Context: an optimization exercise on an open-source flow, tuned for small area. The choices shown serve that exercise and are no tape-out recipe.
At most, simulation tests tie the RTL to the original design; equivalence was not proved.
No activity file was given, so power comes from the tool's default toggle rates.

==> run a <==
==> flow/design.v <==
module fde_core (
    input  wire        clk,
    input  wire        rst,            
    input  wire [7:0]  key,            
    output wire [7:0]  mem_addr,
    output wire        mem_we,
    output wire [15:0] mem_wdata,
    input  wire [15:0] mem_rdata,
    output reg  [15:0] out_data,
    output wire        out_valid,
    output reg  [15:0] disp_data,
    output wire        disp_data_valid,
    output reg  [15:0] disp_ctrl,
    output wire        disp_ctrl_valid,
    output reg         halted,
    output wire [1:0]  fault,
    output wire [15:0] fault_info
);
    localparam [4:0] C_NOP = 5'h00, C_LDA = 5'h01, C_ADD = 5'h02, C_SUB = 5'h03,
                     C_STA = 5'h04, C_LDI = 5'h05, C_JMP = 5'h06, C_JC  = 5'h07,
                     C_JZ  = 5'h08, C_SHL = 5'h09, C_SHR = 5'h0A, C_KEY = 5'h0B,
                     C_OUT = 5'h0E, C_HLT = 5'h0F, C_PSH = 5'h10, C_POP = 5'h11,
                     C_CAL = 5'h12, C_RET = 5'h13, C_LSP = 5'h14, C_DSD = 5'h15,
                     C_DSC = 5'h16;
    reg [7:0]  pc;
    reg [7:0]  mar;
    reg [4:0]  opc;
    reg [15:0] a;
    reg        az;
    reg        c;
    reg        z;
    reg [3:0]  sp;
    reg [3:0]  cnt;
    reg        t;
    reg        rf;             
    assign fault_info = a;
    wire run   = !halted;
    wire c0    = (cnt == 4'd0);
    wire c14   = (cnt == 4'd14);
    wire fetch = (cnt == 4'd15);
    wire o_lda = (opc == C_LDA);
    wire o_add = (opc == C_ADD);
    wire o_sub = (opc == C_SUB);
    wire o_sta = (opc == C_STA);
    wire o_ldi = (opc == C_LDI);
    wire o_jmp = (opc == C_JMP);
    wire o_jc  = (opc == C_JC);
    wire o_jz  = (opc == C_JZ);
    wire o_shl = (opc == C_SHL);
    wire o_shr = (opc == C_SHR);
    wire o_key = (opc == C_KEY);
    wire o_out = (opc == C_OUT);
    wire o_hlt = (opc == C_HLT);
    wire o_psh = (opc == C_PSH);
    wire o_pop = (opc == C_POP);
    wire o_cal = (opc == C_CAL);
    wire o_ret = (opc == C_RET);
    wire o_lsp = (opc == C_LSP);
    wire o_dsd = (opc == C_DSD);
    wire o_dsc = (opc == C_DSC);
    wire o_inv = (opc == 5'h0C) || (opc == 5'h0D) || (opc >= 5'h17);
    wire        kill = rst || az || o_cal;
    wire [15:0] am   = a & {16{!kill}};
    wire [7:0] f_op  = mem_rdata[15:8];
    wire       f_stk = (f_op[7:2] == 6'b000100);    
    wire       f_pop = f_stk && f_op[0];             
    wire [3:0] sp_nx = sp + {f_pop, f_pop, f_pop, 1'b1};
    wire hi_nz   = (mem_rdata[15:8] != 8'd0);
    wire ret_flt = o_ret && (fetch ? rf : hi_nz);
    assign fault = {o_ret, o_ret || o_inv};
    wire halting = (c0 && o_hlt) || (fetch && (o_inv || rf));
    wire mar_sel = (o_lda || o_add || o_sub || o_sta || o_psh || o_pop || o_ret) ? !fetch
                                                                                 : (o_cal && c0);
    assign mem_addr = mar_sel ? mar : pc;
    wire [7:0] pc_inc = pc + 8'd1;
    assign mem_we    = run && c0 && (o_sta || o_psh || o_cal);
    assign mem_wdata = {am[15:8], am[7:0] | (pc_inc & {8{o_cal}})};
    wire [15:0] rvec = {t, mem_rdata[14:0]};
    wire [3:0]  ridx = {cnt[3] ^ o_inv, cnt[2:0]};
    wire        rbit = rvec[ridx];
    wire        kbit = key[cnt[2:0]];
    wire        bop  = o_shl ? am[0] : (rbit ^ o_sub);
    wire        cin  = c0 ? o_sub : c;
    wire        sum  = am[0] ^ bop ^ cin;
    wire        cout = (am[0] & bop) | (am[0] & cin) | (bop & cin);
    reg newbit;
    always @* begin
        if (o_add || o_sub || o_shl) newbit = sum;
        else if (o_shr)              newbit = am[1] && !fetch;
        else if (o_ldi || o_inv)     newbit = rbit && !cnt[3];
        else if (o_key)              newbit = kbit && !cnt[3];
        else                         newbit = rbit;    
    end
    wire ashift = run && (o_lda || o_add || o_sub || o_ldi || o_shl || o_shr ||
                          o_key || o_pop || o_inv || ret_flt);
    wire flags  = o_add || o_sub || o_shl || o_shr;
    wire take = o_jmp || (o_jc && c) || (o_jz && z) || o_cal || o_ret;
    wire ld_out = run && c0 && o_out;
    wire ld_dsd = run && c0 && o_dsd;
    wire ld_dsc = run && c0 && o_dsc;
    wire c1 = (cnt == 4'd1);
    assign out_valid       = run && c1 && o_out;
    assign disp_data_valid = run && c1 && o_dsd;
    assign disp_ctrl_valid = run && c1 && o_dsc;
    always @(posedge clk) begin
        t <= mem_rdata[15];
        rf <= !rst && c14 && o_ret && hi_nz;
        if (ashift) a <= {newbit, a[15:1]};
        if (rst || ld_out) out_data  <= am;
        if (rst || ld_dsd) disp_data <= am;
        if (rst || ld_dsc) disp_ctrl <= am;
        if (fetch) mar <= f_stk ? {4'hF, f_pop ? sp_nx : sp} : mem_rdata[7:0];
        if (rst) begin
            pc              <= 8'd0;
            opc             <= C_NOP;
            az              <= 1'b1;
            c               <= 1'b0;
            z               <= 1'b0;
            sp              <= 4'd0;
            cnt             <= 4'd15;
            halted          <= 1'b0;
        end else begin
            cnt             <= cnt + 4'd1;
            if (fetch && run && !halting) opc <= (f_op[7:5] != 3'd0) ? 5'h1F : f_op[4:0];
            if (ashift && fetch) az <= 1'b0;
            if (flags) begin
                if (o_shr) begin
                    if (c0) c <= am[0];
                end else begin
                    c <= cout;
                end
                z <= (c0 || z) && !newbit;
            end
            if (fetch && f_stk) sp <= sp_nx;
            if (c0 && o_lsp)    sp <= am[3:0];
            if (c14) pc <= take ? mem_rdata[7:0] : pc_inc;
            if (halting) halted <= 1'b1;
        end
    end
endmodule
==> flow/flow/run.sh <==
#!/bin/bash
# The standard layout (standard.sh), with three changes:
#  - synthesis maps logic with an area-oriented ABC script (flow/abc_area.script,
#    used through ABC_AREA=1) instead of ORFS's, which buffers and upsizes;
#  - the port buffers are the smallest buffer cell;
#  - clock tree synthesis inserts no dummy loads.
set -euo pipefail
here=$(pwd)
rm -rf "$here/scripts"
cp -r "$FLOW_HOME/scripts" "$here/scripts"
cp "$here/flow/abc_area.script" "$here/scripts/abc_area.script"
export SCRIPTS_DIR="$here/scripts"
export BUFFER_PORTS_ARGS="-buffer_cell sky130_fd_sc_hd__buf_1"
export CTS_ARGS="-sink_clustering_enable -repair_clock_nets -buf_list sky130_fd_sc_hd__clkbuf_8 -dont_use_dummy_load"
bash standard.sh > "$here/standard.log" 2>&1
==> flow/flow/abc_area.script <==
strash
&get -n
&deepsyn -T 30
&dch -f
&nf -R 1000 -a
&put
==> flow/standard.sh <==
#!/bin/bash
# synth_recipe.tcl (not shown) runs the flow's synth.tcl, then flattens the netlist and writes it again
# the make line also repeats each setting of config.mk as NAME=value (left out here)
make -C /OpenROAD-flow-scripts/flow DESIGN_CONFIG=/design/flow/config.mk WORK_HOME=/design/flow/orfs CLKGATE_MAP_FILE= SYNTH_SCRIPT=/design/flow/synth_recipe.tcl "${@:-finish}"
==> flow/config.mk <==
export PLATFORM = sky130hd
export DESIGN_NAME = fde_core
export DESIGN_NICKNAME = fde_core
export VERILOG_FILES = /design/flow/design.v
export SDC_FILE = /design/flow/constraint.sdc
export NUM_CORES = 4
export LEC_CHECK = 0
export ABC_AREA = 1
export CAP_MARGIN = 20
export CORE_MARGIN = 2
export CORE_UTILIZATION = 40
export CTS_BUF_LIST = sky130_fd_sc_hd__clkbuf_8
export PLACE_DENSITY = 0.6
export SLEW_MARGIN = 20
==> flow/constraint.sdc <==
create_clock -name core_clock -period 7.0 [get_ports {clk}]
set_input_delay 1.4000 -clock core_clock [delete_from_list [all_inputs] [get_ports {clk}]]
set_output_delay 1.4000 -clock core_clock [all_outputs]
set_load 0.01 [all_outputs]
==> inputs of run b, as changes to run a <==
--- a/flow/design.v
+++ b/flow/design.v
@@ -66,3 +66,4 @@
     wire       f_pop = f_stk && f_op[0];             
-    wire [3:0] sp_nx = sp + {f_pop, f_pop, f_pop, 1'b1};
+    wire       sp_dn = fetch;    
+    wire [3:0] sp_nx = sp + {sp_dn, sp_dn, sp_dn, 1'b1};
     wire hi_nz   = (mem_rdata[15:8] != 8'd0);
@@ -71,5 +72,5 @@
     wire halting = (c0 && o_hlt) || (fetch && (o_inv || rf));
-    wire mar_sel = (o_lda || o_add || o_sub || o_sta || o_psh || o_pop || o_ret) ? !fetch
-                                                                                 : (o_cal && c0);
-    assign mem_addr = mar_sel ? mar : pc;
+    wire stk_sel = (o_psh || o_cal) ? c0 : ((o_pop || o_ret) && !fetch);
+    wire mar_sel = (o_lda || o_add || o_sub || o_sta) && !fetch;
+    assign mem_addr = stk_sel ? {4'hF, sp} : (mar_sel ? mar : pc);
     wire [7:0] pc_inc = pc + 8'd1;
@@ -111,3 +112,3 @@
         if (rst || ld_dsc) disp_ctrl <= am;
-        if (fetch) mar <= f_stk ? {4'hF, f_pop ? sp_nx : sp} : mem_rdata[7:0];
+        if (fetch) mar <= mem_rdata[7:0];
         if (rst) begin
@@ -133,3 +134,3 @@
             end
-            if (fetch && f_stk) sp <= sp_nx;
+            if ((fetch && f_pop) || (c0 && (o_psh || o_cal))) sp <= sp_nx;
             if (c0 && o_lsp)    sp <= am[3:0];
Settings changed: CORE_UTILIZATION 40 to 65, PLACE_DENSITY 0.6 to 0.8.
==> summary of the runs <==
Run b completed without violations. Run a passed the timing, design-rule and antenna checks.
Against run b, the non-clock buffer count of run a is higher by 1.
In sequential cell count, run b and run a do not differ.
Count of clock-buffer cells in the layout is the same in run a and run b.
Against run b, the utilization of run a is lower by 30 points.
In run b the combinational power is higher than in run a, by 9.2%.
Area after synthesis: run b is lower than run a (about 2.4%).
Clock power is about the same in run b and run a.
Against run a, the cell count of run b is smaller by about 13%.
No functional check of the RTL was part of run b.

separate check: timing with driven ports:
How much do the figures lean on ideal ports? The routed layouts below were timed once more, with nothing changed but the port constraints. Step 1 sets driving cells, clkbuf_16 on the clock port and buf_2 on the other inputs (assumed; they add their load-dependent delay and slew). Step 2 moves the port delays by t, midway between the first and last clock arrival at a register: inputs arrive t later, outputs are due t later. That takes back most of the time a late clock gives input paths. Three values: ideal, step 1, step 2; two values: the first two.
| run | shift t [ns] | slack for setup (ns) | latest minus earliest clock arrival (ns) | pins driven straight from the clock port |
|---|---|---|---|---|
| run a | 0.376 | 2.545 / 2.512 / 2.668 | 0.040 / 0.039 | 1 |
| run b | 0.393 | 2.399 / 2.380 / 2.380 | 0.023 / 0.023 | 1 |
After both steps every run listed still meets setup and hold. The setup slack of run b, which loses most, moves by -0.019 ns with the drivers and by -0.019 ns with both steps.
